Source: an optimization exercise on an open RTL-to-GDS flow (aim: a short achievable clock period and few clock cycles per item). Production flows keep margins and buffers that such runs may drop.
For this run, only the layout was checked, not whether the RTL still works.
Power and IR drop assume default switching activity.

$ cat design/flow/design.v
module ook_encoder (
  input  wire        clk,
  input  wire        rst,
  input  wire        in_valid,
  output wire        in_ready,
  input  wire [47:0] in_msg,       
  output reg         out_valid,
  input  wire        out_ready,
  output reg  [7:0]  out_byte,
  output reg         out_last
);
  localparam NB = 56;              
  reg        in_rdy;               
  reg [47:0] nmsg;
  assign in_ready = in_rdy;
  reg          act;                
  reg  [3:0]   prem;               
  reg  [NB-1:0] bits;              
  reg  [5:0]   nrem;               
  reg  [2:0]   r;                  
  reg          t;                  
  reg        sv;
  reg  [7:0] sb;
  reg        sl;
  wire space = !sv;
  wire start = space && !act && !in_rdy;
  wire run   = space && act;
  wire inpre = (prem != 4'd0);
  function [NB-1:0] frame_bits(input [47:0] m);
    integer i;
    begin
      frame_bits = {NB{1'b0}};
      for (i = 0; i < 6; i = i + 1)
        frame_bits[NB-1-9*i -: 9] = {m[47-8*i -: 8], ^m[47-8*i -: 8]};
    end
  endfunction
  wire       b1 = bits[NB-1], b2 = bits[NB-2];
  wire       v1 = (nrem != 6'd0);
  wire       v2 = (nrem[5:1] != 5'd0);
  wire       v3 = (nrem[5:2] != 4'd0) || (nrem[1] && nrem[0]);
  wire [3:0] l1 = b1 ? 4'd6 : 4'd4;
  wire [3:0] l2 = b2 ? 4'd6 : 4'd4;
  wire [19:0] tail = {14'd0, t ? 6'b111000 : 6'b001100} << (5'd20 - {2'd0, r});
  wire [19:0] s1   = v1 ? ((b1 ? 20'hE0000 : 20'hC0000) >> r) : 20'd0;
  wire [19:0] s2   = v2 ? ((b2 ? 20'hE0000 : 20'hC0000) >> ({1'b0, r} + l1)) : 20'd0;
  wire [19:0] chips = tail | s1 | s2;
  wire [7:0]  ebyte = chips[19:12];
  wire [3:0] rl1  = {1'b0, r} + l1;
  wire       one  = rl1[3];                  
  wire [3:0] rl2  = rl1 + l2 - 4'd8;
  wire [2:0] r_n  = !v1 ? 3'd0 : one ? rl1[2:0] : (v2 ? rl2[2:0] : 3'd0);
  wire       t_n  = one ? b1 : b2;
  wire       elast = !v1 || (one ? (rl1[2:0] == 3'd0 && !v2)
                                 : (!v2 || (rl2[2:0] == 3'd0 && !v3)));
  wire       push  = start || run;
  wire [7:0] pbyte = start ? 8'hAA : inpre ? (prem[3] || prem == 4'd7 ? 8'hAA : 8'hCC) : ebyte;
  wire       plast = !start && !inpre && elast;
  always @(posedge clk) begin
    if (in_rdy)
      nmsg <= in_msg;
    if (rst) begin
      in_rdy <= 1'b1;
      act    <= 1'b0;
    end else begin
      if (start)
        in_rdy <= 1'b1;
      else if (in_valid && in_rdy)
        in_rdy <= 1'b0;
      if (start) begin
        act  <= 1'b1;
        prem <= 4'd9;
        bits <= frame_bits(nmsg);
        nrem <= NB;
        r    <= 3'd6;
        t    <= 1'b1;
      end else if (run) begin
        if (inpre)
          prem <= prem - 4'd1;
        else begin
          r <= r_n;
          t <= t_n;
          if (one) begin
            bits <= {bits[NB-2:0], 1'b0};
            nrem <= nrem - 6'd1;
          end else begin
            bits <= {bits[NB-3:0], 2'b0};
            nrem <= nrem - 6'd2;
          end
          if (elast)
            act <= 1'b0;
        end
      end
    end
  end
  always @(posedge clk) begin
    if (rst) begin
      out_valid <= 1'b0;
      sv        <= 1'b0;
    end else if (!out_valid || out_ready) begin
      if (sv) begin
        out_valid <= 1'b1;
        out_byte  <= sb;
        out_last  <= sl;
        sv        <= 1'b0;
      end else begin
        out_valid <= push;
        out_byte  <= pbyte;
        out_last  <= plast;
      end
    end else if (push) begin
      sv <= 1'b1;
      sb <= pbyte;
      sl <= plast;
    end
  end
endmodule
module ook_decoder (
  input  wire        clk,
  input  wire        rst,
  input  wire        in_valid,
  output wire        in_ready,
  input  wire [7:0]  in_byte,      
  input  wire        in_last,
  input  wire        in_strict,
  output wire        res_valid,
  input  wire        res_ready,
  output wire [47:0] res_msg,      
  output wire [1:0]  res_err       
);
  localparam E_OK = 2'd0, E_FRAMING = 2'd1, E_TRUNC = 2'd2, E_PARITY = 2'd3;
  localparam QN = 3;               
  localparam RCAP = QN + 1;
  function [7:0] nib_step(input [2:0] s0, input [3:0] c, input last, input [2:0] rem);
    integer i;
    reg [2:0] s;
    reg       n, y, dead;
    reg [1:0] e;
    begin
      s = s0; n = 1'b0; y = 1'b0; e = E_OK; dead = 1'b0;
      for (i = 3; i >= 0; i = i - 1) begin
        if (!dead) begin
          case (s)
            3'd0: if (c[i]) s = 3'd1;
                  else begin dead = 1'b1; e = (!last || i + rem >= 3) ? E_FRAMING : E_TRUNC; end
            3'd1: if (c[i]) s = 3'd2;
                  else begin dead = 1'b1; e = (!last || i + rem >= 2) ? E_FRAMING : E_TRUNC; end
            3'd2: s = c[i] ? 3'd4 : 3'd3;
            3'd3: if (!c[i]) begin s = 3'd0; n = 1'b1; y = 1'b0; end
                  else begin dead = 1'b1; e = E_FRAMING; end
            3'd4: if (!c[i]) s = 3'd5; else begin dead = 1'b1; e = E_FRAMING; end
            3'd5: if (!c[i]) s = 3'd6; else begin dead = 1'b1; e = E_FRAMING; end
            default: if (!c[i]) begin s = 3'd0; n = 1'b1; y = 1'b1; end
                  else begin dead = 1'b1; e = E_FRAMING; end
          endcase
        end
      end
      nib_step = {dead, s, n, y, e};
    end
  endfunction
  function [8:0] chip_step(input [2:0] s0, input [7:0] b, input last);
    reg [7:0] h, l;
    reg [1:0] n, e;
    reg       y1, y2;
    begin
      h = nib_step(s0, b[7:4], last, 3'd4);
      l = nib_step(h[6:4], b[3:0], last, 3'd0);
      if (h[7]) begin
        n = {1'b0, h[3]}; y1 = h[2]; y2 = 1'b0; e = h[1:0];
      end else begin
        n  = {1'b0, h[3]} + {1'b0, l[3]};
        y1 = h[3] ? h[2] : l[2];
        y2 = l[2];
        e  = l[1:0];
        if (!l[7] && last)
          e = (l[6:4] == 3'd5 || l[6:4] == 3'd6) ? E_FRAMING : E_TRUNC;
      end
      chip_step = {l[6:4], n, y1, y2, e};
    end
  endfunction
  reg       in_rdy, first;
  reg       d0v, d0l, d0s;
  reg [7:0] d0b;
  assign in_ready = in_rdy;
  reg        d1v, d1l, d1s;
  reg [62:0] c1;                   
  reg [2:0]  cs;
  reg        d2v, d2l, d2s;
  reg [1:0]  d2n, d2e;
  reg        d2y1, d2y2;
  wire [8:0] csel = c1[9*cs +: 9];
  reg        sync;
  reg        d3v, d3l, d3s, d3a, d3b, d3q1, d3q2;
  reg [1:0]  d3e;
  reg [8:0]  pos;                  
  reg [5:0]  nby;                  
  reg        par;
  reg        d4v, d4l, d4q1, d4q2, d4d1, d4d2, d4f1, d4k1, d4f2, d4k2;
  reg [1:0]  d4e;
  reg        done;
  reg [47:0] msg;
  reg        r6v;
  reg [1:0]  r6e;
  reg [47:0] r6m;
  reg        rv;
  reg [47:0] rmsg;
  reg [1:0]  rerr;
  reg [47:0] qmsg [0:QN-1];
  reg [1:0]  qerr [0:QN-1];
  reg [1:0]  qcnt, wp, rp;
  reg [2:0]  fopen;                
  assign res_valid = rv;
  assign res_msg   = rmsg;
  assign res_err   = rerr;
  reg s3sy, s3a, s3b, s3q1;
  always @(*) begin
    s3sy = sync; s3a = 1'b0; s3b = 1'b0; s3q1 = d2y1;
    if (sync) begin
      s3a = (d2n != 2'd0);
      s3b = (d2n == 2'd2);
    end else if (d2n != 2'd0 && d2y1) begin
      s3sy = 1'b1;
      s3a  = (d2n == 2'd2);
      s3q1 = d2y2;
    end else if (d2n == 2'd2 && d2y2) begin
      s3sy = 1'b1;
    end
  end
  wire p1   = d3a && pos[8];               
  wire p2   = d3b && pos[7];               
  wire par2 = pos[8] ? 1'b0 : (par ^ d3q1);
  wire f1   = d3s && p1 && (d3q1 != par);
  wire f2   = d3s && p2 && (d3q2 != par2);
  wire k1   = p1 && nby[5];
  wire k2   = p2 && nby[5];
  wire [8:0] pos1 = {pos[7:0], pos[8]};
  wire [8:0] pos2 = {pos[6:0], pos[8:7]};
  wire [5:0] nby1 = {nby[4:0], nby[5]};
  wire s5ev = d4f1 || d4k1 || d4f2 || d4k2 || (d4e != E_OK);
  wire [1:0] s5code = d4f1 ? E_PARITY : d4k1 ? E_OK : d4f2 ? E_PARITY : d4k2 ? E_OK : d4e;
  reg [47:0] s5msg;
  always @(*) begin
    case ({d4d1, d4d2})
      2'b11:   s5msg = {msg[45:0], d4q1, d4q2};
      2'b10:   s5msg = {msg[46:0], d4q1};
      2'b01:   s5msg = {msg[46:0], d4q2};
      default: s5msg = msg;
    endcase
  end
  wire [3:0] occ = {3'd0, rv} + {2'd0, qcnt} + {3'd0, r6v} + {1'b0, fopen} + {3'd0, in_rdy && first};
  always @(posedge clk) begin
    if (in_rdy) begin
      d0b <= in_byte;
      d0l <= in_last;
      d0s <= in_strict;
    end
    d1l <= d0l;
    d1s <= d0s;
    c1  <= {chip_step(3'd6, d0b, d0l), chip_step(3'd5, d0b, d0l), chip_step(3'd4, d0b, d0l),
            chip_step(3'd3, d0b, d0l), chip_step(3'd2, d0b, d0l), chip_step(3'd1, d0b, d0l),
            chip_step(3'd0, d0b, d0l)};
    d2l  <= d1l;
    d2s  <= d1s;
    d2n  <= csel[5:4];
    d2y1 <= csel[3];
    d2y2 <= csel[2];
    d2e  <= csel[1:0];
    d3l  <= d2l;
    d3s  <= d2s;
    d3a  <= s3a;
    d3b  <= s3b;
    d3q1 <= s3q1;
    d3q2 <= d2y2;
    d3e  <= d2e;
    d4l  <= d3l;
    d4q1 <= d3q1;
    d4q2 <= d3q2;
    d4d1 <= d3a && !pos[8];
    d4d2 <= d3b && !pos[7];
    d4f1 <= f1;
    d4k1 <= k1;
    d4f2 <= f2;
    d4k2 <= k2;
    d4e  <= d3e;
    r6e <= s5code;
    r6m <= d4k1 ? msg : s5msg;
    if (rst) begin
      in_rdy <= 1'b1;
      first  <= 1'b1;
      fopen  <= 3'd0;
      d0v <= 1'b0; d1v <= 1'b0; d2v <= 1'b0; d3v <= 1'b0; d4v <= 1'b0; r6v <= 1'b0;
      cs   <= 3'd0;
      sync <= 1'b0;
      pos  <= 9'd1; nby <= 6'd1; par <= 1'b0;
      done <= 1'b0;
    end else begin
      in_rdy <= (occ < RCAP);
      d0v <= in_valid && in_rdy;
      if (in_valid && in_rdy)
        first <= in_last;
      fopen <= fopen + {2'd0, in_valid && in_rdy && first} - {2'd0, d4v && !done && s5ev};
      d1v <= d0v;
      d2v <= d1v;
      d3v <= d2v;
      d4v <= d3v;
      r6v <= d4v && !done && s5ev;
      if (d1v)
        cs <= d1l ? 3'd0 : csel[8:6];
      if (d2v)
        sync <= d2l ? 1'b0 : s3sy;
      if (d3v) begin
        if (d3l) begin
          pos <= 9'd1; nby <= 6'd1; par <= 1'b0;
        end else begin
          if (d3b) begin
            pos <= pos2;
            par <= p2 ? 1'b0 : par2 ^ d3q2;
          end else if (d3a) begin
            pos <= pos1;
            par <= p1 ? 1'b0 : par ^ d3q1;
          end
          if (p1 || p2)
            nby <= nby1;
        end
      end
      if (d4v) begin
        if (d4l)
          done <= 1'b0;
        else if (s5ev)
          done <= 1'b1;
      end
    end
    if (d4v)
      msg <= s5msg;
  end
  always @(posedge clk) begin
    if (r6v) begin
      qmsg[wp] <= r6m;
      qerr[wp] <= r6e;
    end
    if (rst) begin
      rv <= 1'b0; qcnt <= 2'd0; wp <= 2'd0; rp <= 2'd0;
    end else if (!rv || res_ready) begin
      if (qcnt != 2'd0) begin
        rv   <= 1'b1;
        rmsg <= qmsg[rp];
        rerr <= qerr[rp];
        rp   <= (rp == QN - 1) ? 2'd0 : rp + 2'd1;
        if (r6v)
          wp <= (wp == QN - 1) ? 2'd0 : wp + 2'd1;
        else
          qcnt <= qcnt - 2'd1;
      end else begin
        rv   <= r6v;
        rmsg <= r6m;
        rerr <= r6e;
      end
    end else if (r6v) begin
      wp   <= (wp == QN - 1) ? 2'd0 : wp + 2'd1;
      qcnt <= qcnt + 2'd1;
    end
  end
endmodule
module fht8v_ook_codec (
  input  wire        clk,
  input  wire        rst,
  input  wire        enc_in_valid,
  output wire        enc_in_ready,
  input  wire [47:0] enc_in_msg,
  output wire        enc_out_valid,
  input  wire        enc_out_ready,
  output wire [7:0]  enc_out_byte,
  output wire        enc_out_last,
  input  wire        dec_in_valid,
  output wire        dec_in_ready,
  input  wire [7:0]  dec_in_byte,
  input  wire        dec_in_last,
  input  wire        dec_in_strict,
  output wire        dec_out_valid,
  input  wire        dec_out_ready,
  output wire [47:0] dec_out_msg,
  output wire [1:0]  dec_out_err
);
  ook_encoder u_enc (
    .clk(clk), .rst(rst),
    .in_valid(enc_in_valid), .in_ready(enc_in_ready), .in_msg(enc_in_msg),
    .out_valid(enc_out_valid), .out_ready(enc_out_ready),
    .out_byte(enc_out_byte), .out_last(enc_out_last)
  );
  ook_decoder u_dec (
    .clk(clk), .rst(rst),
    .in_valid(dec_in_valid), .in_ready(dec_in_ready), .in_byte(dec_in_byte),
    .in_last(dec_in_last), .in_strict(dec_in_strict),
    .res_valid(dec_out_valid), .res_ready(dec_out_ready),
    .res_msg(dec_out_msg), .res_err(dec_out_err)
  );
endmodule
$ cat design/flow/run.sh
#!/bin/bash
# synth_recipe.tcl (not shown) runs the flow's synth.tcl, then flattens the netlist and writes it again
# the make line also repeats each setting of config.mk as NAME=value (left out here)
make -C /OpenROAD-flow-scripts/flow DESIGN_CONFIG=/design/flow/config.mk WORK_HOME=/design/flow/orfs CLKGATE_MAP_FILE= SYNTH_SCRIPT=/design/flow/synth_recipe.tcl finish
$ cat design/flow/config.mk
export PLATFORM = sky130hd
export DESIGN_NAME = fht8v_ook_codec
export DESIGN_NICKNAME = fht8v_ook_codec
export VERILOG_FILES = /design/flow/design.v
export SDC_FILE = /design/flow/constraint.sdc
export NUM_CORES = 4
export LEC_CHECK = 0
export ABC_CLOCK_PERIOD_IN_PS = 2000
export CAP_MARGIN = 20
export CORE_MARGIN = 2
export CORE_UTILIZATION = 40
export SETUP_SLACK_MARGIN = 3.0
export SLEW_MARGIN = 20
$ cat design/flow/constraint.sdc
create_clock -name core_clock -period 5.0 [get_ports {clk}]
set_input_delay 1.0000 -clock core_clock [delete_from_list [all_inputs] [get_ports {clk}]]
set_output_delay 1.0000 -clock core_clock [all_outputs]
set_load 0.01 [all_outputs]
==> summary.txt <==
==> area by class of cell <==
class | count | area, um^2 | area share
inverters | 52 | 244 | 0.00587
flip-flops and latches | 579 | 15600 | 0.374
clock inverters | 39 | 439 | 0.0106
repair inverters | 1 | 8.76 | 0.000211
clock buffers | 75 | 1660 | 0.0400
repair buffers | 549 | 5150 | 0.124
well taps | 1030 | 1290 | 0.0310
multi-input cells | 2116 | 17200 | 0.415
==> registers in the layout, summed over array words and instances (netlist names), 3 cells and up, named ones only <==
signal,cells
u_enc.prem,4
u_enc.nmsg,48
u_dec.cs,3
u_dec.c1,63
u_enc.bits,54
u_dec.fopen,3
u_dec.pos,9
u_enc.nrem,6
u_dec.rmsg,48
u_enc.sb,8
u_dec.r6m,48
u_dec.qerr,6
u_enc.r,3
u_dec.qmsg,144
u_enc.out_byte,8
u_dec.nby,6
u_dec.msg,48
u_dec.d0b,8
==> power breakdown <==
group / switching (uW) / internal, uW
Combinational: 3390 / 2710
Clock: 1980 / 2740
Sequential: 166 / 5370
==> stage by stage <==
step	cells	hold slack [ns]
finish	4441	0.328
floorplan	2964	0.310
global placement	3987	0.312
CTS	4319	0.328
detailed placement	3987	0.313
global route	4441	0.334
==> worst min path at each step <==
stage                            to  slack (ns)  depth (start not counted)
6_report       u_dec.d4e[0]$_DFF_P_        0.33                          0
5_1_grt        u_dec.d3e[1]$_DFF_P_        0.33                          0
4_1_cts        u_dec.d3e[1]$_DFF_P_        0.33                          0
3_5_place_dp   u_dec.d3e[1]$_DFF_P_        0.31                          0
3_3_place_gp   u_dec.d4e[1]$_DFF_P_        0.31                          0
2_1_floorplan     u_dec.d2s$_DFF_P_        0.31                          0
==> worst max-delay path, cell delays in order (launching register included) <==
cell and delay, ns:
edfxtp_1 0.43, buf_6 0.16, inv_12 0.05, ha_4 0.17, buf_8 0.15, or3b_1 0.40, a31oi_1 0.26, o211ai_1 0.17
and2_4 0.21, a32oi_2 0.23, buf_6 0.18, buf_6 0.13, and3_4 0.19, nor3_4 0.05, o22ai_2 0.22, nand2_2 0.09
o31ai_2 0.24, ha_1 0.26, mux2_4 0.25
==> cell usage in the layout, fill, tap and decap left out, types with 13 or more instances in the layout <==
cell,count
xor2_1,17
nand2_2,21
dfxtp_1,172
o21ai_2,26
a21oi_1,183
a211oi_1,26
mux2_2,51
nor3_1,41
and2_1,16
nor2_1,222
nor3_4,19
o22ai_1,16
o21ai_1,73
ha_1,15
mux2i_1,212
mux2_4,13
nand3_1,26
buf_12,26
nor2_2,13
nor2_4,28
a21oi_2,48
and3_1,14
xnor2_1,52
ha_4,22
a21oi_4,13
edfxtp_1,392
o211ai_1,30
clkbuf_16,66
o21ai_0,122
buf_4,273
a31oi_1,26
clkinv_2,13
a211oi_2,13
inv_1,32
buf_6,99
buf_2,64
nand2_1,250
clkdlybuf4s50_1,62
==> layer usage <==
| metal | share of wire | vias up | GRT usage |
|---|---|---|---|
| met1 | 0.42 | 12700 | 0.300 |
| met5 | 0 | - | 0 |
| li1 | - | 12000 | - |
| met3 | 0.058 | 256 | 0.0280 |
| met2 | 0.48 | 994 | 0.380 |
| met4 | 0.042 | 0 | 0.0861 |
==> cell families after synthesis <==
group | count (synthesis)
adders and majority gates | 43
AOI/OAI and AO/OA | 857
muxes | 296
xor gates and xnor gates | 73
DFF | 579
buffers and inverters | 274
and+or+nand+nor | 842
==> what timing repair did <==
item	4_1_cts	5_1_grt
gates cloned	14	7
endpoints found under the setup margin	479	356
buffers inserted	204	115
pin swaps	174	158
resized for setup	725	330
==> key figures <==
Synthesis
  – Adder-cell share of the synthesized area: 0.0179
  – Largest area contributor in the netlist: edfxtp_1
  – Simple-gate area share of the yosys netlist: 0.128
  – Mux cell area share after synthesis: 0.103
  – Compound-cell area share of the yosys netlist: 0.188
  – Most common cell in the synthesized netlist: edfxtp_1
  – Post-synth EDFFs: 392
  – Synth async-reset ratio: 0
  – Synth warn: 2
  – Ys flop type: edfxtp_1
  – Most frequent cells after synthesis: 392 x edfxtp_1, 278 x nand2_1, 256 x nor2_1
  – Largest family of logic cells by synthesized area: compound AO/OA/AOI/OAI gates
  – Top cell type's share of synthesized area: 0.382
  – Mapped Nets: 3,071
  – Syn avg cell area: 10.4 um^2
  – Post-synthesis sequential area ratio: 0.504
  – Synthesis-stage register bit count: 579
  – Post-synthesis cell area: 0.0308 mm^2
  – Yosys cell types: 126
  – Main area contributors after synthesis: edfxtp_1 38%, dfxtp_1 12%, mux2i_1 7.2%
  – Post-Synth XOR/XNOR Area: 0.0207
  – Cells after synthesis: 2,964

Setup path
  – Capturing point of the worst reg2reg path: u_dec.c1[22]$_DFF_P_
  – CP Data Required Time: 5.53 ns
  – Last element of the critical path: u_dec.c1[22]$_DFF_P_
  – Arr. time, crit path: 4.49 ns
  – Crit end category: register
  – Worst setup startpoint: u_dec.d0b[7]$_DFFE_PP_
  – Largest fanout on the critical path: 8
  – FF-to-FF path depth: 18
  – Worst setup SP type: register
  – R2r startpoint: u_dec.d0b[7]$_DFFE_PP_
  – Crit path kind: register to register
  – Reg2reg setup slack: 1.04 ns

STA
  – Max_slew headroom: 0.264
  – Setup TNS: 0 ns
  – Crit path time final: 3.96 ns
  – Final WS setup: 1.04 ns
  – # setup viols final: 0
  – Final Hold Fails: 0
  – Layout Skew: 0.0303 ns
  – Fmax: 252 MHz
  – Fin crit share: 0.792
  – Fin. max-slew vios: 0
  – RSZ-0062 raised after global routing: true
  – Tightest Pin Transition: 1.10 ns

Floorplan
  – # IOs: 127
  – Chip height: 282 um
  – Die ar.: 0.0793 mm^2
  – Core area: 0.0761 mm^2
  – Row Count: 101
  – Initial core utilization: 0.405
  – Die width: 282 um

Layout
  – Share of layout cells above drive strength 1: 0.347
  – Area grow syn2layout: 35.0%
  – Nets@finish: 3,466
  – Fill cells: 6,479
  – Final Core Density: 0.547
  – Cell area after layout: 0.0416 mm^2
  – # diodes: 0

Min path
  – HP Class: register to register
  – Hold_sp: u_dec.d3e[0]$_DFF_P_

Flow run
  – Max_cap viols: 0

Routing
  – Routed WL: 96,300 um
  – Vias per cell: 5.84
  – Via Count: 25,900
  – DR iter-0 viols: 2,121
  – Avg WL per Cell: 21.7 um
  – TritonRoute pass-1 iters: 6
  – Post-route ant nets: 0
  – DRC: 0

Global route
  – Largest net degree at the start of global routing: 113
  – Total gr overflow: 0
  – Number of global-route vias before repair: 25,000
  – Initial antenna violation count: 0
  – Gr usage total: 0.227
  – Global-route wire length before repair: 142,000 um

Power and ir drop
  – Worst vdd ir: 272 uV
  – LEAKAGE: 0.0141 uW
  – Tot Pwr: 16,400 uW
  – PD cells: 394 mW/mm^2

Placement
  – DP Worst Slack: 0.528 ns
  – IO Port Bufs: 126
  – DP Area: 0.0334 mm^2
  – HPWL Detailed: 57,000 um
  – GPL Wtd Cong: 0.937

Clock network
  – Clock buffer depth: 3
  – Htree depth: 2
  – CTS tree: built
  – Clk root buf: clkbuf_16
  – Reg clk slew, reported paths: 0.07 ns
  – Clock latency on the worst-skew pair: 0.64 ns
  – CTS sink cnt: 579
  – TritonCTS buffer count: 60
  – CTS hold repair buffers: 0

Outcome
  – Outcome: finished clean

## static timing again, ports no longer ideal
In the flow no input, the clock included, has a driving cell. The finished layout below was timed again as built, in two steps.
Step 1 assumes that a clkbuf_16 drives the clock port and a buf_2 every other input.
Step 2 moves the port delays by t, midway between the first and last clock arrival at a register: inputs arrive t later, outputs are due t later. That takes back most of the time a late clock gives input paths.
Slacks: ideal / step 1 / step 2; pairs: ideal / step 1.
t (ns): 0.691
slack for setup (ns): 1.039 / 1.039 / 1.039
hold slack, ns: 0.328 / 0.328 / 0.328
worst setup path at the end: register to register
cell pins on the clock port's net: 1
After both steps setup and hold are still met in this run. The setup slack of this run moves by 0.000 ns with the drivers and by 0.000 ns with both steps.
